Source: an optimization exercise on an open RTL-to-GDS flow (aim: small area, a short achievable clock period and few clock cycles per item). Production flows keep margins and buffers that such runs may drop.
In this exercise RTL edits were held to simulation tests only and were not proved equivalent to the original.

==> flow/design.v (outline; a module is shown in full before it is edited, if it fits) <==
// module fp64_mul_s1: 18 lines
// module fp64_mul_s2: 13 lines
// module fp64_mul_s3: 29 lines
// module fp64_mul_tree: 2884 lines
// module fp64_add_s1: 35 lines
// module fp64_add_s2: 32 lines
// module fir_f64: 182 lines
// module fp64_norm: 18 lines
module fir_f64 (
    input  wire        clk,
    input  wire        rst,         
    input  wire        in_valid,
    output reg         in_ready,
    input  wire [1:0]  in_op,       
    input  wire [2:0]  in_idx,      
    input  wire [63:0] in_data,     
    output reg         out_valid,
    output reg  [63:0] out_y
);
  // ...
==> flow/run.sh <==
#!/bin/bash
# synth_recipe.tcl (not shown) runs the flow's synth.tcl, then flattens the netlist and writes it again
# the make line also repeats each setting of config.mk as NAME=value (left out here)
make -C /OpenROAD-flow-scripts/flow DESIGN_CONFIG=/design/flow/config.mk WORK_HOME=/design/flow/orfs CLKGATE_MAP_FILE= SYNTH_SCRIPT=/design/flow/synth_recipe.tcl finish
==> flow/config.mk <==
export PLATFORM = sky130hd
export DESIGN_NAME = fir_f64
export DESIGN_NICKNAME = fir_f64
export VERILOG_FILES = /design/flow/design.v
export SDC_FILE = /design/flow/constraint.sdc
export NUM_CORES = 4
export LEC_CHECK = 0
export ABC_AREA = 1
export CAP_MARGIN = 30
export CORE_MARGIN = 2
export CORE_UTILIZATION = 45
export PLACE_DENSITY = 0.6
export SLEW_MARGIN = 40
==> flow/constraint.sdc <==
create_clock -name core_clock -period 52.0 [get_ports {clk}]
set_input_delay 10.4000 -clock core_clock [delete_from_list [all_inputs] [get_ports {clk}]]
set_output_delay 10.4000 -clock core_clock [all_outputs]
set_load 0.01 [all_outputs]
==> metrics.csv, run 1 <==
stage,metric,value,unit
cells_and_area,final_common_cell,nand2_1,
yosys,synth.distinct_cells,84,
clocking,cts_resized,0,
setup_path,reg2reg_to,d_s[55]$_DFF_P_,
yosys,syn_nets,19405,
setup_path,cp_num_buf_inv,12,
yosys,yosysWarningCount,9,
setup_path,slowest_delay,640,ps
drt,drt-initial-drc-count,17222,
status,status,timing/DRC/antenna clean,
timing,final-setup-viol-count,0,
clocking,cts.htree.levels,4,
setup_path,reg2reg_slack,38490,ps
die,start_util,45.10,%
timing,holdWs,325.5,ps
setup_path,crit_arrival,14300,ps
place,place_area,157900,um^2
yosys,netlist.area_leader.share,24.57,%
timing,fin_crit_sh,25.99,%
drt,wl_per_cell,28.40,um
setup_path,r2r_cells,69,
cells_and_area,fin_util,49.23,%
yosys,ys_seq_area_share,32.56,%
cells_and_area,drive_above_1_share,6.455,%
Testbench counts, summed over its fixed seeds: cycles 13,024, items 1,600.
==> module fp64_mul_s3, before the edit <==
module fp64_mul_s3 (
    input  wire        sy,
    input  wire        zy,
    input  wire [13:0] e,
    input  wire [54:0] n,
    output wire        so,
    output wire [10:0] eo,
    output wire [52:0] mo
);
    wire        sub = e[13] | (e == 14'd0);          
    wire [13:0] shw = 14'd1 - e;
    wire [5:0]  sh = !sub ? 6'd0 : (|shw[13:6]) ? 6'd63 : shw[5:0];
    wire [54:0] ns = n >> sh;
    reg  [54:0] msk;
    integer i;
    always @(*)
        for (i = 0; i < 55; i = i + 1)
            msk[i] = (i < sh);
    wire        lost = |(n & msk);
    wire [52:0] m  = ns[54:2];
    wire        g  = ns[1];
    wire        st = ns[0] | lost;
    wire        rnd = g & (st | m[0]);
    wire [53:0] mr = {1'b0, m} + {53'd0, rnd};
    wire [10:0] eb = sub ? 11'd1 : e[10:0];
    assign so = sy;
    assign eo = zy ? 11'd1 : eb + {10'd0, mr[53]};
    assign mo = zy ? 53'd0 : (mr[53] ? {1'b1, 52'd0} : mr[52:0]);
endmodule
==> module fp64_add_s1, before the edit <==
module fp64_add_s1 (
    input  wire        sa,
    input  wire [10:0] ea,
    input  wire [52:0] ma,
    input  wire        sb,
    input  wire [10:0] eb,
    input  wire [52:0] mb,
    output wire [56:0] s,           
    output wire [10:0] ex,          
    output wire        sx,          
    output wire        sz           
);
    wire        swap = {eb, mb} > {ea, ma};
    wire [11:0] dab = {1'b0, ea} - {1'b0, eb};
    wire [11:0] dba = {1'b0, eb} - {1'b0, ea};
    wire [10:0] d  = swap ? dba[10:0] : dab[10:0];
    assign sx = swap ? sb : sa;
    assign ex = swap ? eb : ea;
    assign sz = sa & sb;
    wire [52:0] mx = swap ? mb : ma;
    wire [52:0] mz = swap ? ma : mb;
    wire        sub = sa ^ sb;
    wire [5:0]  dc = (|d[10:6]) ? 6'd63 : d[5:0];
    wire [55:0] zx = {mz, 3'b000};
    wire [55:0] zs = zx >> dc;
    reg  [55:0] msk;
    integer i;
    always @(*)
        for (i = 0; i < 56; i = i + 1)
            msk[i] = (i < dc);
    wire        lost = |(zx & msk);
    wire [55:0] ax = {mx, 3'b000};
    wire [55:0] az = {zs[55:1], zs[0] | lost};
    assign s = sub ? ({1'b0, ax} - {1'b0, az}) : ({1'b0, ax} + {1'b0, az});
endmodule
==> module fp64_add_s2, before the edit <==
module fp64_add_s2 (
    input  wire [56:0] s,
    input  wire [10:0] ex,
    input  wire        sx,
    input  wire        sz,
    output wire        sy,
    output wire [10:0] ey,
    output wire [52:0] my
);
    reg [5:0] lz;
    integer i;
    always @(*) begin
        lz = 6'd56;
        for (i = 0; i < 56; i = i + 1)
            if (s[i]) lz = 6'd55 - i[5:0];
    end
    wire [10:0] em1 = ex - 11'd1;
    wire        lim = {5'd0, lz} > em1;
    wire [5:0]  lsh = lim ? em1[5:0] : lz;
    wire [55:0] nl = s[55:0] << lsh;
    wire [55:0] n  = s[56] ? {s[56:2], s[1] | s[0]} : nl;
    wire [10:0] en = s[56] ? ex + 11'd1 : ex - {5'd0, lsh};
    wire [52:0] m  = n[55:3];
    wire        g  = n[2];
    wire        st = n[1] | n[0];
    wire        rnd = g & (st | m[0]);
    wire [53:0] mr = {1'b0, m} + {53'd0, rnd};
    wire        zero = (s == 57'd0);
    assign sy = zero ? sz : sx;
    assign ey = zero ? 11'd1 : en + {10'd0, mr[53]};
    assign my = mr[53] ? {1'b1, 52'd0} : mr[52:0];
endmodule
==> module fir_f64, before the edit <==
module fir_f64 (
    input  wire        clk,
    input  wire        rst,         
    input  wire        in_valid,
    output reg         in_ready,
    input  wire [1:0]  in_op,       
    input  wire [2:0]  in_idx,      
    input  wire [63:0] in_data,     
    output reg         out_valid,
    output reg  [63:0] out_y
);
    localparam OP_UPDATE = 2'd0;
    localparam OP_CLEAR  = 2'd1;
    localparam OP_LOAD   = 2'd2;
    localparam OP_SETN   = 2'd3;
    reg        cv;
    reg [1:0]  cop;
    reg [2:0]  cidx;
    reg [63:0] cdata;
    reg        uv;                  
    reg [64:0] ur;
    reg        busy;                
    reg [3:0]  ph;                  
    reg        two;                 
    reg [2:0]  nm1;                 
    wire [64:0] xn;                 
    fp64_norm u_norm (.x(cdata), .y(xn));
    wire accept   = in_valid & in_ready & ~rst;
    wire isupd    = (cop == OP_UPDATE);
    wire free     = ~busy | (ph == 4'd15);
    wire start2   = free & uv & cv & isupd;
    wire start1   = free & uv & ~(cv & isupd);
    wire start    = start2 | start1;
    wire c_to_u   = cv & isupd & ~uv;
    wire cons_oth = cv & ~isupd & ~uv & free;
    wire cons     = start2 | c_to_u | cons_oth;
    wire       busy_n  = start | (busy & (ph != 4'd15));
    wire [3:0] ph_n    = start ? 4'd0 : busy ? ph + 4'd1 : 4'd0;
    wire       uv_n    = start ? 1'b0 : (c_to_u | uv);
    wire       cv_n    = accept | (cv & ~cons);
    wire       isupd_n = accept ? (in_op == OP_UPDATE) : isupd;
    wire       free_n  = ~busy_n | (ph_n == 4'd15);
    wire       rdy_n   = ~cv_n | (isupd_n ? (~uv_n | free_n) : (~uv_n & free_n));
    always @(posedge clk) begin
        if (rst) begin
            cv       <= 1'b0;
            uv       <= 1'b0;
            in_ready <= 1'b1;
            busy     <= 1'b0;
            ph       <= 4'd0;
            two      <= 1'b0;
            nm1      <= 3'd0;
        end else begin
            cv       <= cv_n;
            uv       <= uv_n;
            in_ready <= rdy_n;
            busy     <= busy_n;
            ph       <= ph_n;
            if (start)
                two <= start2;
            if (cons_oth && cop == OP_SETN)
                nm1 <= cidx;
        end
        if (in_ready) begin
            cop   <= in_op;
            cidx  <= in_idx;
            cdata <= in_data;
        end
        if (c_to_u)
            ur <= xn;
    end
    reg [64:0] tr [0:7];
    reg [7:0]  tv;
    reg [64:0] br [0:8];
    reg [8:0]  bv;
    wire       rot_in = busy & ph[0] & (ph != 4'd15);    
    wire       trot   = rot_in | start;
    wire       hrot   = rot_in | start1;
    wire       ld     = cons_oth & (cop == OP_LOAD);
    wire [2:0] tdst   = cidx + 3'd1;                     
    wire       clr    = rst | (cons_oth & ((cop == OP_CLEAR) | (cop == OP_SETN)));
    integer i;
    always @(posedge clk) begin
        for (i = 0; i < 8; i = i + 1) begin
            if (ld && tdst == i[2:0]) begin
                tr[i] <= xn;
                tv[i] <= ~rst;
            end else if (trot) begin
                tr[i] <= tr[(i + 1) % 8];
                tv[i] <= tv[(i + 1) % 8] & ~rst;
            end else begin
                tv[i] <= tv[i] & ~rst;
            end
        end
        if (start2) begin
            br[0] <= xn;
            bv[0] <= ~rst;
            br[1] <= ur;
            bv[1] <= ~rst;
            for (i = 2; i < 9; i = i + 1)
                bv[i] <= bv[i] & ~rst;
        end else begin
            for (i = 0; i < 9; i = i + 1) begin
                if (i == 0 && start1) begin
                    br[0] <= ur;
                    bv[0] <= ~rst;
                end else if (hrot) begin
                    br[i] <= br[(i + 1) % 9];
                    bv[i] <= bv[(i + 1) % 9] & ~clr;
                end else begin
                    bv[i] <= bv[i] & ~clr;
                end
            end
        end
    end
    wire [2:0]  k      = ph[3:1];
    wire        slot_b = ph[0];
    wire        use_k  = busy & (slot_b | two) & (k <= nm1);
    wire [64:0] hop    = slot_b ? br[0] : br[1];
    wire        hov    = slot_b ? bv[0] : bv[1];
    wire        tov    = tv[0];
    wire         s1_s, s1_z;
    wire [13:0]  s1_e;
    wire [105:0] s1_x, s1_y;
    fp64_mul_s1 u_mul1 (
        .sa(tr[0][64] & tov), .ea(tov ? tr[0][63:52] : 12'd0), .fa(tr[0][51:0]),
        .sb(hop[64] & hov),   .eb(hov ? hop[63:52] : 12'd0),   .fb(hop[51:0]),
        .sy(s1_s), .zy(s1_z), .ey(s1_e), .px(s1_x), .py(s1_y));
    reg          a_v, a_f, a_l, a_s, a_z;
    reg  [13:0]  a_e;
    reg  [105:0] a_x, a_y;
    wire [54:0]  s2_n;
    wire [13:0]  s2_e;
    fp64_mul_s2 u_mul2 (.ey(a_e), .px(a_x), .py(a_y), .n(s2_n), .e(s2_e));
    reg          b_v, b_f, b_l, b_s, b_z;
    reg  [13:0]  b_e;
    reg  [54:0]  b_n;
    wire         s3_s;
    wire [10:0]  s3_e;
    wire [52:0]  s3_m;
    fp64_mul_s3 u_mul3 (.sy(b_s), .zy(b_z), .e(b_e), .n(b_n), .so(s3_s), .eo(s3_e), .mo(s3_m));
    reg          c_v, c_f, c_l, c_s;
    reg  [10:0]  c_e;
    reg  [52:0]  c_m;
    reg          r_v, r_l, r_s;
    reg  [10:0]  r_e;
    reg  [52:0]  r_m;
    wire [56:0]  x1_s;
    wire [10:0]  x1_e;
    wire         x1_sx, x1_sz;
    fp64_add_s1 u_add1 (
        .sa(c_f | r_s), .ea(c_f ? 11'd1 : r_e), .ma(c_f ? 53'd0 : r_m),
        .sb(c_s), .eb(c_e), .mb(c_m),
        .s(x1_s), .ex(x1_e), .sx(x1_sx), .sz(x1_sz));
    reg          d_v, d_l, d_sx, d_sz;
    reg  [56:0]  d_s;
    reg  [10:0]  d_e;
    wire         x2_s;
    wire [10:0]  x2_e;
    wire [52:0]  x2_m;
    fp64_add_s2 u_add2 (.s(d_s), .ex(d_e), .sx(d_sx), .sz(d_sz), .sy(x2_s), .ey(x2_e), .my(x2_m));
    always @(posedge clk) begin
        a_f <= (k == 3'd0); a_l <= (k == nm1);
        a_s <= s1_s; a_z <= s1_z; a_e <= s1_e; a_x <= s1_x; a_y <= s1_y;
        b_f <= a_f; b_l <= a_l;
        b_s <= a_s; b_z <= a_z; b_e <= s2_e; b_n <= s2_n;
        c_f <= b_f; c_l <= b_l;
        c_s <= s3_s; c_e <= s3_e; c_m <= s3_m;
        d_l <= c_l;
        d_s <= x1_s; d_e <= x1_e; d_sx <= x1_sx; d_sz <= x1_sz;
        r_l <= d_l;
        r_s <= x2_s; r_e <= x2_e; r_m <= x2_m;
        out_y <= {r_s, r_m[52] ? r_e : 11'd0, r_m[51:0]};
        if (rst) begin
            a_v <= 1'b0; b_v <= 1'b0; c_v <= 1'b0; d_v <= 1'b0; r_v <= 1'b0;
            out_valid <= 1'b0;
        end else begin
            a_v <= use_k; b_v <= a_v; c_v <= b_v; d_v <= c_v; r_v <= d_v;
            out_valid <= r_v & r_l;
        end
    end
endmodule
==> inputs of run 2 (changes only) <==
--- a/flow/design.v
+++ b/flow/design.v
@@ -52,10 +52,12 @@
     wire        g  = ns[1];
     wire        st = ns[0] | lost;
     wire        rnd = g & (st | m[0]);
-    wire [53:0] mr = {1'b0, m} + {53'd0, rnd};
+    wire [53:0] mr;
+    fp64_inc53 u_inc (.m(m), .c(rnd), .y(mr));
     wire [10:0] eb = sub ? 11'd1 : e[10:0];
     assign so = sy;
-    assign eo = zy ? 11'd1 : eb + {10'd0, mr[53]};
+    wire [10:0] eb1 = sub ? 11'd2 : e[10:0] + 11'd1;
+    assign eo = zy ? 11'd1 : mr[53] ? eb1 : eb;
     assign mo = zy ? 53'd0 : (mr[53] ? {1'b1, 52'd0} : mr[52:0]);
 endmodule
 module fp64_mul_tree (
@@ -2954,16 +2956,21 @@
     output wire        sx,          
     output wire        sz           
 );
-    wire        swap = {eb, mb} > {ea, ma};
     wire [11:0] dab = {1'b0, ea} - {1'b0, eb};
     wire [11:0] dba = {1'b0, eb} - {1'b0, ea};
-    wire [10:0] d  = swap ? dba[10:0] : dab[10:0];
-    assign sx = swap ? sb : sa;
-    assign ex = swap ? eb : ea;
-    assign sz = sa & sb;
-    wire [52:0] mx = swap ? mb : ma;
-    wire [52:0] mz = swap ? ma : mb;
+    wire        ge = ~dab[11];
+    wire        eq = (ea == eb);
+    wire [10:0] d  = ge ? dab[10:0] : dba[10:0];
     wire        sub = sa ^ sb;
+    wire [52:0] mx = ge ? ma : mb;
+    wire [52:0] mz = ge ? mb : ma;
+    assign ex = ge ? ea : eb;
+    assign sz = sa & sb;
+    wire [53:0] dm1 = {1'b0, ma} - {1'b0, mb};
+    wire [53:0] dm2 = {1'b0, mb} - {1'b0, ma};
+    wire        blt = dm1[53];                           
+    wire        eqsub = eq & sub;
+    assign sx = eq ? (blt ? sb : sa) : (ge ? sa : sb);
     wire [5:0]  dc = (|d[10:6]) ? 6'd63 : d[5:0];
     wire [55:0] zx = {mz, 3'b000};
     wire [55:0] zs = zx >> dc;
@@ -2975,7 +2982,13 @@
     wire        lost = |(zx & msk);
     wire [55:0] ax = {mx, 3'b000};
     wire [55:0] az = {zs[55:1], zs[0] | lost};
-    assign s = sub ? ({1'b0, ax} - {1'b0, az}) : ({1'b0, ax} + {1'b0, az});
+    wire [56:0] sa_ = {1'b0, ax};
+    wire [56:0] sb_ = sub ? ~{1'b0, az} : {1'b0, az};
+    wire [29:0] slo = {1'b0, sa_[28:0]} + {1'b0, sb_[28:0]} + {29'd0, sub};
+    wire [27:0] shi0 = sa_[56:29] + sb_[56:29];
+    wire [27:0] shi1 = sa_[56:29] + sb_[56:29] + 28'd1;
+    wire [56:0] sm = {slo[29] ? shi1 : shi0, slo[28:0]};
+    assign s = eqsub ? {1'b0, (blt ? dm2[52:0] : dm1[52:0]), 3'b000} : sm;
 endmodule
 module fp64_add_s2 (
     input  wire [56:0] s,
@@ -2998,17 +3011,29 @@
     wire [5:0]  lsh = lim ? em1[5:0] : lz;
     wire [55:0] nl = s[55:0] << lsh;
     wire [55:0] n  = s[56] ? {s[56:2], s[1] | s[0]} : nl;
-    wire [10:0] en = s[56] ? ex + 11'd1 : ex - {5'd0, lsh};
+    wire [10:0] en  = s[56] ? ex + 11'd1 : ex - {5'd0, lsh};
+    wire [10:0] en1 = s[56] ? ex + 11'd2 : ex - {5'd0, lsh} + 11'd1;
     wire [52:0] m  = n[55:3];
     wire        g  = n[2];
     wire        st = n[1] | n[0];
     wire        rnd = g & (st | m[0]);
-    wire [53:0] mr = {1'b0, m} + {53'd0, rnd};
+    wire [53:0] mr;
+    fp64_inc53 u_inc (.m(m), .c(rnd), .y(mr));
     wire        zero = (s == 57'd0);
     assign sy = zero ? sz : sx;
-    assign ey = zero ? 11'd1 : en + {10'd0, mr[53]};
+    assign ey = zero ? 11'd1 : mr[53] ? en1 : en;
     assign my = mr[53] ? {1'b1, 52'd0} : mr[52:0];
 endmodule
+module fp64_inc53 (
+    input  wire [52:0] m,
+    input  wire        c,
+    output wire [53:0] y
+);
+    wire [26:0] lo = {1'b0, m[25:0]} + {26'd0, c};
+    wire [27:0] hi0 = {1'b0, m[52:26]};
+    wire [27:0] hi1 = {1'b0, m[52:26]} + 28'd1;
+    assign y = {lo[26] ? hi1 : hi0, lo[25:0]};
+endmodule
 module fir_f64 (
     input  wire        clk,
     input  wire        rst,         
@@ -3150,17 +3175,17 @@
     wire [10:0]  s3_e;
     wire [52:0]  s3_m;
     fp64_mul_s3 u_mul3 (.sy(b_s), .zy(b_z), .e(b_e), .n(b_n), .so(s3_s), .eo(s3_e), .mo(s3_m));
-    reg          c_v, c_f, c_l, c_s;
+    reg          c_v, c_l, c_s;
     reg  [10:0]  c_e;
     reg  [52:0]  c_m;
-    reg          r_v, r_l, r_s;
+    reg          r_s;
     reg  [10:0]  r_e;
     reg  [52:0]  r_m;
     wire [56:0]  x1_s;
     wire [10:0]  x1_e;
     wire         x1_sx, x1_sz;
     fp64_add_s1 u_add1 (
-        .sa(c_f | r_s), .ea(c_f ? 11'd1 : r_e), .ma(c_f ? 53'd0 : r_m),
+        .sa(r_s), .ea(r_e), .ma(r_m),
         .sb(c_s), .eb(c_e), .mb(c_m),
         .s(x1_s), .ex(x1_e), .sx(x1_sx), .sz(x1_sz));
     reg          d_v, d_l, d_sx, d_sz;
@@ -3175,19 +3200,18 @@
         a_s <= s1_s; a_z <= s1_z; a_e <= s1_e; a_x <= s1_x; a_y <= s1_y;
         b_f <= a_f; b_l <= a_l;
         b_s <= a_s; b_z <= a_z; b_e <= s2_e; b_n <= s2_n;
-        c_f <= b_f; c_l <= b_l;
+        c_l <= b_l;
         c_s <= s3_s; c_e <= s3_e; c_m <= s3_m;
         d_l <= c_l;
         d_s <= x1_s; d_e <= x1_e; d_sx <= x1_sx; d_sz <= x1_sz;
-        r_l <= d_l;
-        r_s <= x2_s; r_e <= x2_e; r_m <= x2_m;
-        out_y <= {r_s, r_m[52] ? r_e : 11'd0, r_m[51:0]};
+        r_s <= b_f | x2_s; r_e <= b_f ? 11'd1 : x2_e; r_m <= b_f ? 53'd0 : x2_m;
+        out_y <= {x2_s, x2_m[52] ? x2_e : 11'd0, x2_m[51:0]};
         if (rst) begin
-            a_v <= 1'b0; b_v <= 1'b0; c_v <= 1'b0; d_v <= 1'b0; r_v <= 1'b0;
+            a_v <= 1'b0; b_v <= 1'b0; c_v <= 1'b0; d_v <= 1'b0;
             out_valid <= 1'b0;
         end else begin
-            a_v <= use_k; b_v <= a_v; c_v <= b_v; d_v <= c_v; r_v <= d_v;
-            out_valid <= r_v & r_l;
+            a_v <= use_k; b_v <= a_v; c_v <= b_v; d_v <= c_v;
+            out_valid <= d_v & d_l;
         end
     end
 endmodule
==> run 2 against run 1 <==
  * Still clean
  * Register-to-register slack improved by 2500 ps
  * Global-route usage hardly changed
  * Flip-flop and latch count down 3
  * Utilization is essentially flat
  * Critical path type is now reg2out
==> metrics.csv, run 2 <==
stage,metric,value,unit,change
drt,wl_per_cell,28.07,um,was 28.40 um
cells_and_area,most-common-layout-cells,"nand2_1 (3623), inv_1 (2053), xor2_1 (1621)",,"was nand2_1 (3478), inv_1 (1974), xor2_1 (1557)"
clocking,cts.htree.levels,4,,unchanged
cells_and_area,stdcell_area,169200,um^2,was 165300 um^2
clocking,cts_hold_buf,0,,unchanged
yosys,yosysTopAreaCell,edfxtp_1,,unchanged
yosys,yosysWarningCount,9,,unchanged
cells_and_area,largest-register,br,,unchanged
drt,top_layer_used,met5,,unchanged
setup_path,path_class,reg2out,,was reg2reg
timing,worst_slew_pin_slew,981.5,ps,was 1033 ps
clocking,cts_resized,0,,unchanged
global_routing,grt_use_total,35.64,%,was 35.66%
yosys,syn_inst,18410,,was 17.61k
cells_and_area,largest_register_ffs,585,,unchanged
cells_and_area,syn_to_final_growth,8.756,%,was 9.154%
drt,viasPerCell,6.088,,was 6.084
timing,period_minus_slack,12410,ps,was 13510 ps
setup_path,r2r_cells,57,,was 69
cells_and_area,multi_input_area,94520,um^2,was 90740 um^2
setup_path,slowest_delay,570,ps,was 640 ps
yosys,synth.mux.area_fraction,0.5092,%,was 0.4891%
cells_and_area,drive_above_1_share,6.214,%,was 6.455%
hold_path,holdPathStages,0,,unchanged
timing,slew_viol_final,0,,unchanged
clocking,numCtsBuffers,209,,unchanged
global_routing,grt_antenna_before_repair,38,,was 22
clocking,clk_path_buf_depth,4,,unchanged
timing,fin_crit_sh,23.86,%,was 25.99%
drt,route.detailed.drc,0,,unchanged
drt,wl_met2,271400,um,was 264900 um
status,status,timing/DRC/antenna clean,,unchanged
setup_path,cp-start-kind,flip-flop,,unchanged
clocking,clk_latency,990,ps,was 1020 ps
drt,vias,138496,,was 132.5k
yosys,synth_compound_area_share,14.51,%,was 14.08%
yosys,synth_top_family_by_area,adder cells,,unchanged
cells_and_area,regArea,49270,um^2,was 49330 um^2
yosys,yosys-top-cells-count,"nand2_1 (3694), inv_1 (2067), xor2_1 (1623)",,"was nand2_1 (3547), inv_1 (1988), xor2_1 (1560)"
hold_path,worst_hold_path_type,reg2reg,,unchanged
setup_path,crit_arrival,2010,ps,was 14300 ps
yosys,yosys.cell_count.top_type,nand2_1,,unchanged
drt,drt-initial-drc-count,17959,,was 17.22k
global_routing,grt_pass1_wl,917000,um,was 894200 um
clocking,tritoncts,yes,,unchanged
cells_and_area,fillCellCount,33023,,was 32.05k
hold_path,hp-start,c_l$_DFF_P_,,was b_l$_DFF_P_
setup_path,crit_fanout,3,,was 82
yosys,synthArstFlopShare,0,%,unchanged
yosys,synth-seq-cells,1841,,was 1844
timing,hold_viol,0,,unchanged
drt,drt_wl_total,638700,um,was 618800 um
global_routing,grt_pass1_vias,133678,,was 129.9k
global_routing,grt_overflow,0,,unchanged
yosys,synthSimpleGateAreaFrac,15.14,%,was 14.48%
die,fp.dieW,591.9,um,was 584.2 um
drt,first_pass_iters,10,,was 11
yosys,syn_nets,20211,,was 19.41k
yosys,synthFlopType,edfxtp_1,,unchanged
setup_path,crit_path_start,in_ready$_SDFF_PP1_,,was c_f$_DFF_P_
yosys,synth_area_per_cell,8.449,um^2,was 8.602 um^2
setup_path,reg2reg_to,d_s[56]$_SDFF_PP0_,,was d_s[55]$_DFF_P_
place,io_buffers,137,,unchanged
die,pin_count,138,,unchanged
drt,ant_nets,0,,unchanged
timing,slew-limit-headroom,34.47,%,was 31.15%
place,place.gp.congestion,1.049,,was 1.034
die,start_util,45.28,%,was 45.10%
cells_and_area,reg_top3,"br (585), tr (520), a_x (106)",,unchanged
clocking,postCtsSetupBuffers,0,,unchanged
drt,drt-met1-wl,236000,um,was 231900 um
yosys,synthXorXnorAreaFrac,9.770,%,was 9.542%
yosys,ys_seq_area_share,31.67,%,was 32.56%
setup_path,end_kind,output port,,was flip-flop
yosys,synth_fa_ha_area_share,20.15,%,was 20.65%
drt,dr_wl_met3,73710,um,was 74970 um
die,die_h,591.9,um,was 584.2 um
die,rows,215,,was 213
timing,fmax,80.60,MHz,was 74.00 MHz
global_routing,grt_max_degree,209,,was 98
yosys,synth_area,155500,um^2,was 151500 um^2
yosys,synth.distinct_cells,83,,was 84
yosys,synth_edf_count,1239,,unchanged
hold_path,whs_endpoint,d_l$_DFF_P_,,was c_l$_DFF_P_
clocking,path_clk_slew,60,ps,about the same
clocking,cts-root-buf,clkbuf_16,,unchanged
job,maxCapViolCount,0,,unchanged
yosys,synth.area.top_cells,"edfxtp_1 (24%), fa_1 (17%), xor2_1 (9.1%), nand2_1 (8.9%), dfxtp_1 (7.7%)",,"was edfxtp_1 (25%), fa_1 (17%), xor2_1 (9.0%), nand2_1 (8.8%), dfxtp_1 (8.0%)"
timing,rsz0062_at_grt,no,,unchanged
timing,setup_tns,0,ps,unchanged
cells_and_area,nets,19733,,was 18.99k
setup_path,reg2reg_slack,41020,ps,was 38490 ps
timing,skew,140.5,ps,was 134.7 ps
setup_path,slowest_stage,clkdlybuf4s50_1,,was a211oi_1
yosys,netlist.area_leader.share,23.92,%,was 24.57%
setup_path,cp.required,41600,ps,was 52780 ps
clocking,clock_sinks,1841,,was 1844
setup_path,cp_top_family,buffers and inverters,,was compound AO/OA/AOI/OAI gates
cells_and_area,final_common_cell,nand2_1,,unchanged
setup_path,r2r_start,c_e[1]$_SDFF_PP0_,,was c_f$_DFF_P_
die,core_area,343500,um^2,was 335800 um^2
die,die_area,350400,um^2,was 341200 um^2
setup_path,crit_chain,clkdlybuf4s50_1,,
place,hpwl,446500,um,was 428100 um
timing,final-setup-viol-count,0,,unchanged
setup_path,cp_num_buf_inv,1,,was 12
place,place_area,161800,um^2,was 157900 um^2
run 2: cell count changes after synthesis, sizes merged, moves of 24 or more:
cell,delta
o21ai,+58
clkbuf,+28
nand4,-24
xor2,+63
inv,+96
nand2,+150
a21oi,+81
nor3,+28
nor2,+149
a31oi,+28
nand3,+67
run 2: how the worst max path moves through the flow:
stage,endpoint,cells after the start
5_1_grt,in_ready,1
2_1_floorplan,bv[2]$_DFF_P_,8
3_5_place_dp,bv[1]$_DFF_P_,8
3_3_place_gp,bv[1]$_DFF_P_,8
6_report,in_ready,1
4_1_cts,in_ready,1
run 2: kinds of logic after synthesis:
group	count (synthesis)
AO/OA/AOI/OAI	3916
XOR/XNOR	1735
adder cells (fa/ha/maj)	1730
buffers and inverters	3372
flip-flops	1841
multiplexers	79
AND/OR/NAND/NOR	5737
run 2: layout make-up:
class	count	area share, %
Clock buffer	251	3.245
Clock inverter	132	0.8602
Sequential cell	1841	29.13
Tap cell	4557	3.371
Inverter	2188	4.878
Multi-Input combinational cell	13197	55.87
Antenna cell	89	0.1317
Timing Repair Buffer	495	2.516
run 2: per-stage QoR:
stage	hold slack (ps)	utilization (%)	setup slack, ps	cells
floorplan	309.6	-	36160	18410
global placement	311.1	46.98	38980	22260
detailed placement	312.8	47.11	38950	22274
CTS	324.4	49.13	39510	22657
global route	327.4	49.22	39560	22720
finish	326.0	49.24	39590	22750
run 2: layer usage:
metal  up-vias  GRT usage, %
met5         -        0.2976
met4        20         26.41
met3      2764         10.36
met2      9177         53.21
met1     66334         43.77
li1      60201             -
Testbench counts of run 2, summed over its fixed seeds: cycles 13,016, items 1,600.
==> inputs of run 3 (changes only) <==
--- a/flow/design.v
+++ b/flow/design.v
@@ -2984,10 +2984,20 @@
     wire [55:0] az = {zs[55:1], zs[0] | lost};
     wire [56:0] sa_ = {1'b0, ax};
     wire [56:0] sb_ = sub ? ~{1'b0, az} : {1'b0, az};
-    wire [29:0] slo = {1'b0, sa_[28:0]} + {1'b0, sb_[28:0]} + {29'd0, sub};
-    wire [27:0] shi0 = sa_[56:29] + sb_[56:29];
-    wire [27:0] shi1 = sa_[56:29] + sb_[56:29] + 28'd1;
-    wire [56:0] sm = {slo[29] ? shi1 : shi0, slo[28:0]};
+    wire [15:0] s0  = {1'b0, sa_[14:0]} + {1'b0, sb_[14:0]} + {15'd0, sub};
+    wire [14:0] s10 = {1'b0, sa_[28:15]} + {1'b0, sb_[28:15]};
+    wire [14:0] s11 = {1'b0, sa_[28:15]} + {1'b0, sb_[28:15]} + 15'd1;
+    wire [14:0] s20 = {1'b0, sa_[42:29]} + {1'b0, sb_[42:29]};
+    wire [14:0] s21 = {1'b0, sa_[42:29]} + {1'b0, sb_[42:29]} + 15'd1;
+    wire [13:0] s30 = sa_[56:43] + sb_[56:43];
+    wire [13:0] s31 = sa_[56:43] + sb_[56:43] + 14'd1;
+    wire        c1 = s0[15];
+    wire [14:0] s1 = c1 ? s11 : s10;
+    wire        c2 = s1[14];
+    wire [14:0] s2 = c2 ? s21 : s20;
+    wire        c3 = s2[14];
+    wire [13:0] s3 = c3 ? s31 : s30;
+    wire [56:0] sm = {s3, s2[13:0], s1[13:0], s0[14:0]};
     assign s = eqsub ? {1'b0, (blt ? dm2[52:0] : dm1[52:0]), 3'b000} : sm;
 endmodule
 module fp64_add_s2 (
@@ -3077,11 +3087,13 @@
     wire       isupd_n = accept ? (in_op == OP_UPDATE) : isupd;
     wire       free_n  = ~busy_n | (ph_n == 4'd15);
     wire       rdy_n   = ~cv_n | (isupd_n ? (~uv_n | free_n) : (~uv_n & free_n));
+    reg rst_q;
     always @(posedge clk) begin
-        if (rst) begin
+        rst_q <= rst;
+        in_ready <= rst ? 1'b0 : rst_q ? 1'b1 : rdy_n;
+        if (rst_q) begin
             cv       <= 1'b0;
             uv       <= 1'b0;
-            in_ready <= 1'b1;
             busy     <= 1'b0;
             ph       <= 4'd0;
             two      <= 1'b0;
@@ -3089,7 +3101,6 @@
         end else begin
             cv       <= cv_n;
             uv       <= uv_n;
-            in_ready <= rdy_n;
             busy     <= busy_n;
             ph       <= ph_n;
             if (start)
@@ -3114,32 +3125,32 @@
     wire       hrot   = rot_in | start1;
     wire       ld     = cons_oth & (cop == OP_LOAD);
     wire [2:0] tdst   = cidx + 3'd1;                     
-    wire       clr    = rst | (cons_oth & ((cop == OP_CLEAR) | (cop == OP_SETN)));
+    wire       clr    = rst_q | (cons_oth & ((cop == OP_CLEAR) | (cop == OP_SETN)));
     integer i;
     always @(posedge clk) begin
         for (i = 0; i < 8; i = i + 1) begin
             if (ld && tdst == i[2:0]) begin
                 tr[i] <= xn;
-                tv[i] <= ~rst;
+                tv[i] <= ~rst_q;
             end else if (trot) begin
                 tr[i] <= tr[(i + 1) % 8];
-                tv[i] <= tv[(i + 1) % 8] & ~rst;
+                tv[i] <= tv[(i + 1) % 8] & ~rst_q;
             end else begin
-                tv[i] <= tv[i] & ~rst;
+                tv[i] <= tv[i] & ~rst_q;
             end
         end
         if (start2) begin
             br[0] <= xn;
-            bv[0] <= ~rst;
+            bv[0] <= ~rst_q;
             br[1] <= ur;
-            bv[1] <= ~rst;
+            bv[1] <= ~rst_q;
             for (i = 2; i < 9; i = i + 1)
-                bv[i] <= bv[i] & ~rst;
+                bv[i] <= bv[i] & ~rst_q;
         end else begin
             for (i = 0; i < 9; i = i + 1) begin
                 if (i == 0 && start1) begin
                     br[0] <= ur;
-                    bv[0] <= ~rst;
+                    bv[0] <= ~rst_q;
                 end else if (hrot) begin
                     br[i] <= br[(i + 1) % 9];
                     bv[i] <= bv[(i + 1) % 9] & ~clr;
@@ -3206,13 +3217,12 @@
         d_s <= x1_s; d_e <= x1_e; d_sx <= x1_sx; d_sz <= x1_sz;
         r_s <= b_f | x2_s; r_e <= b_f ? 11'd1 : x2_e; r_m <= b_f ? 53'd0 : x2_m;
         out_y <= {x2_s, x2_m[52] ? x2_e : 11'd0, x2_m[51:0]};
-        if (rst) begin
+        if (rst_q) begin
             a_v <= 1'b0; b_v <= 1'b0; c_v <= 1'b0; d_v <= 1'b0;
-            out_valid <= 1'b0;
         end else begin
             a_v <= use_k; b_v <= a_v; c_v <= b_v; d_v <= c_v;
-            out_valid <= d_v & d_l;
         end
+        out_valid <= d_v & d_l & ~rst & ~rst_q;
     end
 endmodule
 module fp64_norm (
==> run 3 against run 2 <==
  * Die area shrank 0.28%
  * Synthesized cell count fell by 0.78%
  * Clock skew fell by 37 ps
  * Still clean
==> metrics.csv, run 3 <==
stage,metric,value,unit,change
setup_path,crit_fanout,3,,unchanged
yosys,ys_seq_area_share,31.77,%,was 31.67%
yosys,syn_inst,18267,,was 18.41k
global_routing,grt_use_total,35.56,%,was 35.64%
yosys,synth_area,155100,um^2,was 155500 um^2
yosys,synth_edf_count,1239,,unchanged
drt,wl_per_cell,28.00,um,was 28.07 um
clocking,path_clk_slew,60,ps,about the same
die,start_util,45.22,%,was 45.28%
place,place_area,161400,um^2,was 161800 um^2
setup_path,cp_top_family,buffers and inverters,,unchanged
timing,slew_viol_final,0,,unchanged
timing,skew,103.6,ps,was 140.5 ps
global_routing,grt_antenna_before_repair,41,,was 38
place,hpwl,444000,um,was 446500 um
setup_path,r2r_cells,54,,was 57
cells_and_area,syn_to_final_growth,8.861,%,was 8.756%
setup_path,cp-start-kind,flip-flop,,unchanged
timing,fin_crit_sh,23.78,%,was 23.86%
setup_path,crit_chain,clkdlybuf4s50_1,,unchanged
yosys,yosysWarningCount,9,,unchanged
global_routing,grt_pass1_wl,915100,um,was 917000 um
setup_path,reg2reg_slack,40900,ps,was 41020 ps
setup_path,reg2reg_to,d_s[55]$_DFF_P_,,was d_s[56]$_SDFF_PP0_
status,status,timing/DRC/antenna clean,,unchanged
yosys,synth_area_per_cell,8.491,um^2,was 8.449 um^2
timing,hold_viol,0,,unchanged
timing,setup_tns,0,ps,unchanged
cells_and_area,largest_register_ffs,585,,unchanged
clocking,clk_path_buf_depth,4,,unchanged
clocking,tritoncts,yes,,unchanged
die,fp.dieW,591.1,um,was 591.9 um
timing,worst_slew_pin_slew,1010,ps,was 981.5 ps
timing,final-setup-viol-count,0,,unchanged
hold_path,worst_hold_path_type,reg2reg,,unchanged
yosys,synth.distinct_cells,80,,was 83
setup_path,path_class,reg2out,,unchanged
global_routing,grt_pass1_vias,133519,,was 133.7k
place,io_buffers,137,,unchanged
die,pin_count,138,,unchanged
drt,ant_nets,0,,unchanged
setup_path,slowest_stage,clkdlybuf4s50_1,,unchanged
drt,drt_wl_total,634300,um,was 638700 um
die,rows,215,,unchanged
place,place.gp.congestion,1.059,,was 1.049
timing,rsz0062_at_grt,no,,unchanged
clocking,postCtsSetupBuffers,0,,unchanged
cells_and_area,fillCellCount,33048,,was 33.02k
job,maxCapViolCount,0,,unchanged
yosys,synthFlopType,edfxtp_1,,unchanged
drt,first_pass_iters,12,,was 10
setup_path,crit_arrival,1970,ps,was 2010 ps
clocking,numCtsBuffers,210,,was 209
cells_and_area,drive_above_1_share,6.436,%,was 6.214%
setup_path,cp.required,41600,ps,about the same
yosys,netlist.area_leader.share,23.99,%,was 23.92%
yosys,yosys.cell_count.top_type,nand2_1,,unchanged
global_routing,grt_overflow,0,,unchanged
setup_path,slowest_delay,560,ps,was 570 ps
hold_path,whs_endpoint,b_l$_DFF_P_,,was d_l$_DFF_P_
die,core_area,343000,um^2,was 343500 um^2
yosys,yosysTopAreaCell,edfxtp_1,,unchanged
cells_and_area,reg_top3,"br (585), tr (520), a_x (106)",,unchanged
cells_and_area,largest-register,br,,unchanged
cells_and_area,stdcell_area,168900,um^2,was 169200 um^2
die,die_h,591.1,um,was 591.9 um
timing,slew-limit-headroom,31.98,%,was 34.47%
clocking,clk_latency,980,ps,was 990 ps
clocking,cts_resized,0,,unchanged
cells_and_area,final_common_cell,nand2_1,,unchanged
clocking,clock_sinks,1842,,was 1841
drt,vias,137919,,was 138.5k
timing,fmax,80.85,MHz,was 80.60 MHz
drt,viasPerCell,6.088,,about the same
setup_path,cp_num_buf_inv,1,,unchanged
clocking,cts_hold_buf,0,,unchanged
setup_path,end_kind,output port,,unchanged
yosys,syn_nets,20072,,was 20.21k
yosys,yosys-top-cells-count,"nand2_1 (3589), inv_1 (2069), xor2_1 (1597)",,"was nand2_1 (3694), inv_1 (2067), xor2_1 (1623)"
die,die_area,349400,um^2,was 350400 um^2
yosys,synthArstFlopShare,0,%,unchanged
cells_and_area,most-common-layout-cells,"nand2_1 (3519), inv_1 (2057), xor2_1 (1596)",,"was nand2_1 (3623), inv_1 (2053), xor2_1 (1621)"
global_routing,grt_max_degree,146,,was 209
setup_path,r2r_start,c_e[1]$_SDFF_PP0_,,unchanged
clocking,cts-root-buf,clkbuf_16,,unchanged
yosys,synth.area.top_cells,"edfxtp_1 (24%), fa_1 (17%), xor2_1 (9.0%), nand2_1 (8.7%), dfxtp_1 (7.8%)",,"was edfxtp_1 (24%), fa_1 (17%), xor2_1 (9.1%), nand2_1 (8.9%), dfxtp_1 (7.7%)"
yosys,synth-seq-cells,1842,,was 1841
clocking,cts.htree.levels,4,,unchanged
timing,period_minus_slack,12370,ps,was 12410 ps
hold_path,holdPathStages,0,,unchanged
drt,route.detailed.drc,0,,unchanged
drt,drt-initial-drc-count,18190,,was 17.96k
cells_and_area,nets,19609,,was 19.73k
hold_path,hp-start,a_l$_DFF_P_,,was c_l$_DFF_P_
==> run 3: cell count changes after synthesis, moves of 15 or more <==
cell | previous run | this run
nand2_1 | 3694 | 3589
a21oi_1 | 563 | 530
nor2_1 | 901 | 848
o21a_1 | 34 | 49
xor2_1 | 1623 | 1597
buf_2 | 56 | 40
o21ai_1 | 163 | 145
o21ai_0 | 1367 | 1404
nand3_1 | 716 | 736
==> run 3: cell families after synthesis <==
kind of cell / share of synthesized area [%]
simple gates: 14.96
xor+xnor: 9.661
buf+inv: 8.284
compound gates: 14.65
mux: 0.4396
flops: 31.77
fa+ha+maj: 20.24
==> run 3: final cells by class <==
class,count,area [um^2],share of cell area [%]
inverter,2183,8215,4.865
multi-input combinational,13066,94050,55.70
timing repair buffer,501,4267,2.527
tap,4557,5702,3.377
antenna,122,305.3,0.1808
clock inverter,107,1230,0.7284
clock buffer,278,5804,3.437
sequential,1842,49290,29.19
==> run 3: per-stage QoR <==
stage | hold slack [ps] | cells | setup WS (ps) | utilization [%]
final | 326.1 | 22656 | 39630 | 49.23
after global routing | 346.1 | 22641 | 39550 | 49.22
after global placement | 313.3 | 22138 | 40330 | 46.94
after CTS | 326.8 | 22530 | 39540 | 49.11
after floorplan | 309.6 | 18267 | 36340 | -
after detailed placement | 313.5 | 22145 | 40380 | 47.06
==> run 3: worst max path at each step <==
stage / start / end / cells after the start
2_1_floorplan: ph[1]$_SDFF_PP0_ / bv[2]$_DFF_P_ / 11
3_3_place_gp: in_valid / in_ready$_SDFF_PP0_ / 7
3_5_place_dp: in_valid / in_ready$_SDFF_PP0_ / 7
4_1_cts: in_ready$_SDFF_PP0_ / in_ready / 1
5_1_grt: in_ready$_SDFF_PP0_ / in_ready / 1
6_report: in_ready$_SDFF_PP0_ / in_ready / 1
==> run 3: per-layer routing <==
layer | track usage, % | part of all wire, % | vias to the layer above | wire length [um]
li1 | - | - | 59929 | -
met1 | 44.00 | 37 | 66023 | 235400
met2 | 53.69 | 43 | 9178 | 270100
met3 | 10.63 | 12 | 2765 | 74770
met4 | 23.75 | 8.5 | 24 | 53700
met5 | 0.4464 | 0.061 | - | 388
Testbench counts of run 3, summed over its fixed seeds: cycles 13,024, items 1,600.
==> inputs of run 4 (changes only) <==
--- a/flow/design.v
+++ b/flow/design.v
@@ -3108,7 +3108,7 @@
             if (cons_oth && cop == OP_SETN)
                 nm1 <= cidx;
         end
-        if (in_ready) begin
+        if (~cv | cons) begin
             cop   <= in_op;
             cidx  <= in_idx;
             cdata <= in_data;
==> run 4 against run 3 <==
  * Synthesized cell count decreased by 0.14%
  * Routed wire length down 0.86%
  * Cell count decreased by 0.46%
  * Global-route usage is 0.45 points lower
  * First-iteration DRC count increased by 1.9%
  * Non-clock buffer count is 26 lower
  * Design area barely moved
  * Critical path depth unchanged
==> metrics.csv, run 4 <==
stage,metric,value,unit,change
timing,skew,167.8,ps,was 103.6 ps
timing,fin_crit_sh,23.57,%,was 23.78%
setup_path,slowest_stage,clkdlybuf4s50_1,,unchanged
setup_path,cp-start-kind,flip-flop,,unchanged
place,place_area,161500,um^2,was 161400 um^2
die,die_area,350000,um^2,was 349400 um^2
timing,slew_viol_final,0,,unchanged
yosys,synthFlopType,edfxtp_1,,unchanged
setup_path,crit_path_start,in_ready$_SDFF_PP0_,,unchanged
place,io_buffers,137,,unchanged
setup_path,crit_cells,1,,unchanged
cells_and_area,reg_top3,"br (585), tr (520), a_x (106)",,unchanged
cells_and_area,most-common-layout-cells,"nand2_1 (3466), inv_1 (2008), xor2_1 (1608)",,"was nand2_1 (3519), inv_1 (2057), xor2_1 (1596)"
timing,period_minus_slack,12260,ps,was 12370 ps
yosys,syn_inst,18242,,was 18.27k
place,dp_worst_setup_slack,40360,ps,was 40380 ps
clocking,tritoncts,yes,,unchanged
setup_path,r2r_cells,65,,was 54
yosys,synth.distinct_cells,89,,was 80
cells_and_area,finalNonFillerCells,22551,,was 22.66k
setup_path,path_class,reg2out,,unchanged
clocking,clock_sinks,1842,,unchanged
clocking,postCtsSetupBuffers,0,,unchanged
yosys,yosys-top-cells-count,"nand2_1 (3535), inv_1 (2017), xor2_1 (1611)",,"was nand2_1 (3589), inv_1 (2069), xor2_1 (1597)"
cells_and_area,largest-register,br,,unchanged
cells_and_area,drive_above_1_share,6.346,%,was 6.436%
timing,hold_viol,0,,unchanged
yosys,yosysWarningCount,9,,unchanged
timing,holdWs,326.1,ps,about the same
setup_path,reg2reg_slack,41190,ps,was 40900 ps
yosys,synthArstFlopShare,0,%,unchanged
drt,first_pass_iters,15,,was 12
timing,final-setup-viol-count,0,,unchanged
cells_and_area,syn_to_final_growth,8.715,%,was 8.861%
global_routing,grt_antenna_before_repair,41,,unchanged
global_routing,grt_pass1_wl,907000,um,was 915100 um
global_routing,grt_max_degree,122,,was 146
drt,route.detailed.drc,0,,unchanged
status,status,timing/DRC/antenna clean,,unchanged
hold_path,worst_hold_path_type,reg2reg,,unchanged
drt,ant_nets,0,,unchanged
yosys,synth_edf_count,1239,,unchanged
setup_path,setup.worst_path.end,in_ready,,unchanged
drt,drt_wl_total,628900,um,was 634300 um
die,core_area,343300,um^2,was 343000 um^2
yosys,synth-seq-cells,1842,,unchanged
timing,worst_slew_pin_slew,1044,ps,was 1010 ps
timing,setup_tns,0,ps,unchanged
setup_path,cp_num_buf_inv,1,,unchanged
setup_path,cp_top_family,buffers and inverters,,unchanged
place,hpwl,435100,um,was 444000 um
setup_path,end_kind,output port,,unchanged
global_routing,grt_use_total,35.12,%,was 35.56%
setup_path,cp.required,41600,ps,about the same
cells_and_area,fin_util,49.21,%,was 49.23%
yosys,synth.area.top_cells,"edfxtp_1 (24%), fa_1 (17%), xor2_1 (9.1%), nand2_1 (8.5%), dfxtp_1 (7.8%)",,"was edfxtp_1 (24%), fa_1 (17%), xor2_1 (9.0%), nand2_1 (8.7%), dfxtp_1 (7.8%)"
die,rows,215,,unchanged
clocking,clk_path_buf_depth,4,,unchanged
cells_and_area,final_common_cell,nand2_1,,unchanged
yosys,netlist.area_leader.share,23.94,%,was 23.99%
clocking,cts.htree.levels,4,,unchanged
drt,viasPerCell,6.124,,was 6.088
drt,vias,138109,,was 137.9k
cells_and_area,largest_register_ffs,585,,unchanged
yosys,ys_seq_area_share,31.71,%,was 31.77%
clocking,cts_resized,0,,unchanged
yosys,yosysTopAreaCell,edfxtp_1,,unchanged
setup_path,r2r_start,c_e[6]$_SDFF_PP0_,,was c_e[1]$_SDFF_PP0_
timing,final.setup.worst_slack,39740,ps,was 39630 ps
clocking,cts_hold_buf,0,,unchanged
place,place.gp.congestion,1.065,,was 1.059
cells_and_area,stdcell_area,168900,um^2,about the same
setup_path,crit_fanout,2,,was 3
clocking,path_clk_slew,60,ps,about the same
die,die_h,591.6,um,was 591.1 um
yosys,synth_area,155400,um^2,was 155100 um^2
drt,drt-initial-drc-count,18536,,was 18.19k
global_routing,grt_overflow,0,,unchanged
setup_path,crit_chain,clkdlybuf4s50_1,,unchanged
die,fp.dieW,591.6,um,was 591.1 um
timing,fmax,81.60,MHz,was 80.85 MHz
global_routing,grt_pass1_vias,133143,,was 133.5k
clocking,clk_latency,1000,ps,was 980 ps
yosys,yosys.cell_count.top_type,nand2_1,,unchanged
drt,wl_per_cell,27.89,um,was 28.00 um
yosys,synth_area_per_cell,8.518,um^2,was 8.491 um^2
setup_path,slowest_delay,530,ps,was 560 ps
clocking,cts-root-buf,clkbuf_16,,unchanged
yosys,syn_nets,20047,,was 20.07k
clocking,numCtsBuffers,207,,was 210
timing,slew-limit-headroom,30.39,%,was 31.98%
setup_path,reg2reg_to,d_s[55]$_DFF_P_,,unchanged
timing,rsz0062_at_grt,no,,unchanged
die,start_util,45.27,%,was 45.22%
job,maxCapViolCount,0,,unchanged
cells_and_area,fillCellCount,33090,,was 33.05k
setup_path,crit_arrival,1860,ps,was 1970 ps
cells_and_area,nets,19550,,was 19.61k
die,pin_count,138,,unchanged
place,dp.cells,22089,,was 22.15k
==> run 4: cell types whose count changed after synthesis, sizes merged, moves of 14 or more <==
cell    before   now
o21ai     1566  1617
nand2     3602  3552
buf        250   297
clkbuf     926   883
inv       2167  2128
nor2       880   856
nand3      744   767
o211ai      48    67
o22ai     1396  1377
xor2      1597  1612
nor3       138   124
==> run 4: cells by family after synthesis <==
family / Yosys count / share of synthesized area [%]
and+or+nand+nor: 5565 / 14.85
buffers and inverters: 3327 / 8.237
muxes: 78 / 0.5033
AOI/OAI and AO/OA: 3967 / 14.73
xor gates and xnor gates: 1730 / 9.756
DFF: 1842 / 31.71
adders and majority gates: 1733 / 20.20
==> run 4: final cells by class <==
| class | instances | area (um^2) | share of cell area (%) |
|---|---|---|---|
| Antenna cell | 77 | 192.7 | 0.1141 |
| Clock buffer | 264 | 5585 | 3.306 |
| Clock inverter | 117 | 1531 | 0.9066 |
| Inverter | 2146 | 8100 | 4.795 |
| Multi-Input combinational cell | 13073 | 94420 | 55.89 |
| Sequential cell | 1842 | 49280 | 29.17 |
| Tap cell | 4557 | 5702 | 3.375 |
| Timing Repair Buffer | 475 | 4114 | 2.435 |
==> run 4: metal layers <==
layer  global-route usage [%]  up-vias  wire, um
met1                    43.34    66044    232700
met3                    11.16     2823     77110
met4                    23.62       28     53610
met2                    52.54     9419    265000
met5                   0.7305        -       464
li1                         -    59795         -
==> run 4: worst min path at each step <==
stage	from	endpoint	slack, ps	cells after the start
after floorplan	a_f$_DFF_P_	b_f$_DFF_P_	310	0
after global placement	a_l$_DFF_P_	b_l$_DFF_P_	310	0
after detailed placement	b_l$_DFF_P_	c_l$_DFF_P_	310	0
after CTS	b_l$_DFF_P_	c_l$_DFF_P_	330	0
after global routing	b_l$_DFF_P_	c_l$_DFF_P_	340	0
final	b_l$_DFF_P_	c_l$_DFF_P_	330	0
Testbench counts of run 4, summed over its fixed seeds: cycles 13,024, items 1,600.
==> inputs of run 5 (changes only) <==
--- a/flow/config.mk
+++ b/flow/config.mk
@@ -6,8 +6,8 @@
 export NUM_CORES = 4
 export LEC_CHECK = 0
 export ABC_AREA = 1
-export CAP_MARGIN = 30
+export CAP_MARGIN = 20
 export CORE_MARGIN = 2
 export CORE_UTILIZATION = 45
 export PLACE_DENSITY = 0.6
-export SLEW_MARGIN = 40
+export SLEW_MARGIN = 20
==> run 5 against run 4 <==
  * Register-to-register slack worse by 170 ps
  * Still clean
  * Clock-buffer cell count up 10
  * Cell count about the same
  * Maximum frequency up 0.24%
  * Design area down 0.52%
  * Synthesized area unchanged
  * Highest routed layer unchanged
==> metrics.csv, run 5 <==
stage,metric,value,unit,change
cells_and_area,most-common-layout-cells,"nand2_1 (3466), inv_1 (2010), xor2_1 (1608)",,"was nand2_1 (3466), inv_1 (2008), xor2_1 (1608)"
global_routing,grt_use_met3,10.77,%,was 11.16%
yosys,synth.distinct_cells,89,,unchanged
clocking,path_clk_slew,60,ps,about the same
timing,hold_viol,0,,unchanged
drt,wl_per_cell,27.85,um,was 27.89 um
yosys,synth_area_per_cell,8.518,um^2,unchanged
global_routing,grt_use_total,35.09,%,was 35.12%
cells_and_area,drive_above_1_share,6.052,%,was 6.346%
timing,slew-limit-headroom,8.552,%,was 30.39%
yosys,synthArstFlopShare,0,%,unchanged
drt,drt-initial-drc-count,18823,,was 18.54k
clocking,postCtsSetupBuffers,0,,unchanged
yosys,syn_inst,18242,,unchanged
yosys,synth_edf_count,1239,,unchanged
yosys,syn_nets,20047,,unchanged
die,rows,215,,unchanged
timing,fmax,81.79,MHz,was 81.60 MHz
global_routing,grt_antenna_before_repair,43,,was 41
yosys,synth.area.top_cells,"edfxtp_1 (24%), fa_1 (17%), xor2_1 (9.1%), nand2_1 (8.5%), dfxtp_1 (7.8%)",,unchanged
yosys,synthFlopType,edfxtp_1,,unchanged
yosys,netlist.area_leader.share,23.94,%,unchanged
clocking,cts-root-buf,clkbuf_16,,unchanged
clocking,tritoncts,yes,,unchanged
yosys,ys_seq_area_share,31.71,%,unchanged
hold_path,worst_hold_path_type,reg2reg,,unchanged
drt,drt_wl_total,628000,um,was 628900 um
timing,worst_slew_pin_slew,1363,ps,was 1044 ps
yosys,yosysTopAreaCell,edfxtp_1,,unchanged
global_routing,met2_usage,52.79,%,was 52.54%
setup_path,reg2reg_slack,41020,ps,was 41190 ps
die,start_util,45.27,%,unchanged
setup_path,cp.required,41600,ps,about the same
timing,skew,120.9,ps,was 167.8 ps
global_routing,grt_pass1_wl,905100,um,was 907000 um
clocking,numCtsBuffers,209,,was 207
place,hpwl,434400,um,was 435100 um
clocking,clk_latency,980,ps,was 1000 ps
setup_path,slowest_stage,clkdlybuf4s50_1,,unchanged
timing,slew_viol_final,0,,unchanged
timing,final-setup-viol-count,0,,unchanged
setup_path,cp_num_buf_inv,1,,unchanged
global_routing,met1_usage,43.44,%,was 43.34%
timing,fin_crit_sh,23.51,%,was 23.57%
setup_path,end_kind,output port,,unchanged
cells_and_area,nets,19545,,about the same
global_routing,busiest_layer,met2,,unchanged
timing,setup_tns,0,ps,unchanged
setup_path,cp-start-kind,flip-flop,,unchanged
clocking,cts_hold_buf,0,,unchanged
yosys,yosys.cell_count.top_type,nand2_1,,unchanged
setup_path,cp_top_family,buffers and inverters,,unchanged
cells_and_area,fin_util,48.96,%,was 49.21%
job,maxCapViolCount,0,,unchanged
clocking,clk_path_buf_depth,4,,unchanged
drt,viasPerCell,6.109,,was 6.124
cells_and_area,fillCellCount,33160,,was 33.09k
cells_and_area,multi_input_area,94160,um^2,was 94420 um^2
die,die_h,591.6,um,unchanged
cells_and_area,syn_to_final_growth,8.149,%,was 8.715%
drt,ant_nets,0,,unchanged
die,core_area,343300,um^2,unchanged
cells_and_area,reg_top3,"br (585), tr (520), a_x (106)",,unchanged
setup_path,crit_chain,clkdlybuf4s50_1,,unchanged
yosys,yosys-top-cells-count,"nand2_1 (3535), inv_1 (2017), xor2_1 (1611)",,unchanged
cells_and_area,final_common_cell,nand2_1,,unchanged
clocking,cts.htree.levels,4,,unchanged
place,place.gp.congestion,1.065,,unchanged
yosys,synth-seq-cells,1842,,unchanged
drt,vias,137733,,was 138.1k
setup_path,slowest_delay,530,ps,about the same
place,io_buffers,137,,unchanged
setup_path,crit_arrival,1830,ps,was 1860 ps
drt,first_pass_iters,14,,was 15
die,die_area,350000,um^2,unchanged
yosys,synth_area,155400,um^2,unchanged
die,fp.dieW,591.6,um,unchanged
yosys,yosysWarningCount,9,,unchanged
cells_and_area,largest_register_ffs,585,,unchanged
timing,period_minus_slack,12230,ps,was 12260 ps
global_routing,grt_overflow,0,,unchanged
clocking,cts_resized,0,,unchanged
drt,route.detailed.drc,0,,unchanged
global_routing,grt_pass1_vias,132520,,was 133.1k
global_routing,grt_max_degree,122,,unchanged
setup_path,crit_fanout,2,,unchanged
timing,rsz0062_at_grt,no,,unchanged
setup_path,path_class,reg2out,,unchanged
die,pin_count,138,,unchanged
status,status,timing/DRC/antenna clean,,unchanged
cells_and_area,largest-register,br,,unchanged
cells_and_area,regArea,49280,um^2,unchanged
clocking,clock_sinks,1842,,unchanged
==> run 5: cell type report <==
cell class                      instances  area share [%]
Timing Repair Buffer                  468           2.319
Clock buffer                          274           3.400
Inverter                             2146           4.809
Tap cell                             4557           3.393
Multi-Input combinational cell      13073           56.03
Clock inverter                        108          0.6061
Sequential cell                      1842           29.33
Antenna cell                           77          0.1147
==> run 5: through the flow <==
| step | hold WS, ps | setup slack, ps | cell area [um^2] | cells |
|---|---|---|---|---|
| floorplan | 309.6 | 39250 | 155400 | 18242 |
| global placement | 310.1 | 40260 | 161100 | 22084 |
| detailed placement | 312.1 | 40370 | 161100 | 22085 |
| CTS | 325.6 | 39720 | 167800 | 22467 |
| global route | 335.2 | 39730 | 168000 | 22532 |
| finish | 325.1 | 39770 | 168000 | 22545 |
==> run 5: final timing paths <==
| check | to | cells past startpoint | start |
|---|---|---|---|
| worst max-delay path | in_ready | 1 | in_ready$_SDFF_PP0_ |
| worst min register to register | b_l$_DFF_P_ | 0 | a_l$_DFF_P_ |
| worst min-delay path | b_l$_DFF_P_ | 0 | a_l$_DFF_P_ |
| worst max register to register | d_s[55]$_DFF_P_ | 65 | c_e[6]$_SDFF_PP0_ |
==> run 5: kinds of logic after synthesis <==
logic type	share of synthesized area, %
mux	0.5033
compound gates	14.73
fa+ha+maj	20.20
buf+inv	8.237
xor+xnor	9.756
flops	31.71
simple gates	14.85
==> run 5: routing by layer <==
metal,vias up,part of all wire (%),wire (um)
met1,65813,37,233600
met2,9388,42,266100
met3,2710,12,75850
met5,-,0.066,415
li1,59795,-,-
met4,27,8.3,51970

==> port drivers added, routing unchanged <==
In the flow no input, the clock included, has a driving cell. The finished layouts below were timed again as built, in two steps.
Step 1, drivers: a clkbuf_16 drives clk and a buf_2 each remaining input, both assumed.
Step 2, shift: input delay + t, output delay - t, t = (earliest + latest rising clock arrival at the registers) / 2. This alone moves slack from input paths to output paths.
Slacks: no drivers / after step 1 / after step 2; pairs: no drivers / after step 1.
| run | shift t [ns] | setup slack, ns | worst register clock-pin slew, ns |
|---|---|---|---|
| run 1 | 1.055 | 38.487 / 38.487 / 38.487 | 0.07 / 0.07 |
| run 2 | 1.025 | 39.592 / 39.484 / 39.052 | 0.08 / 0.08 |
| run 3 | 1.029 | 39.632 / 39.529 / 40.394 | 0.07 / 0.07 |
| run 4 | 1.033 | 39.744 / 39.630 / 40.408 | 0.08 / 0.08 |
| run 5 | 1.020 | 39.773 / 39.670 / 40.380 | 0.08 / 0.08 |
After both steps setup and hold are still met in every run listed. The setup slack of run 2, which loses most, moves by -0.108 ns with the drivers and by -0.540 ns with both steps.
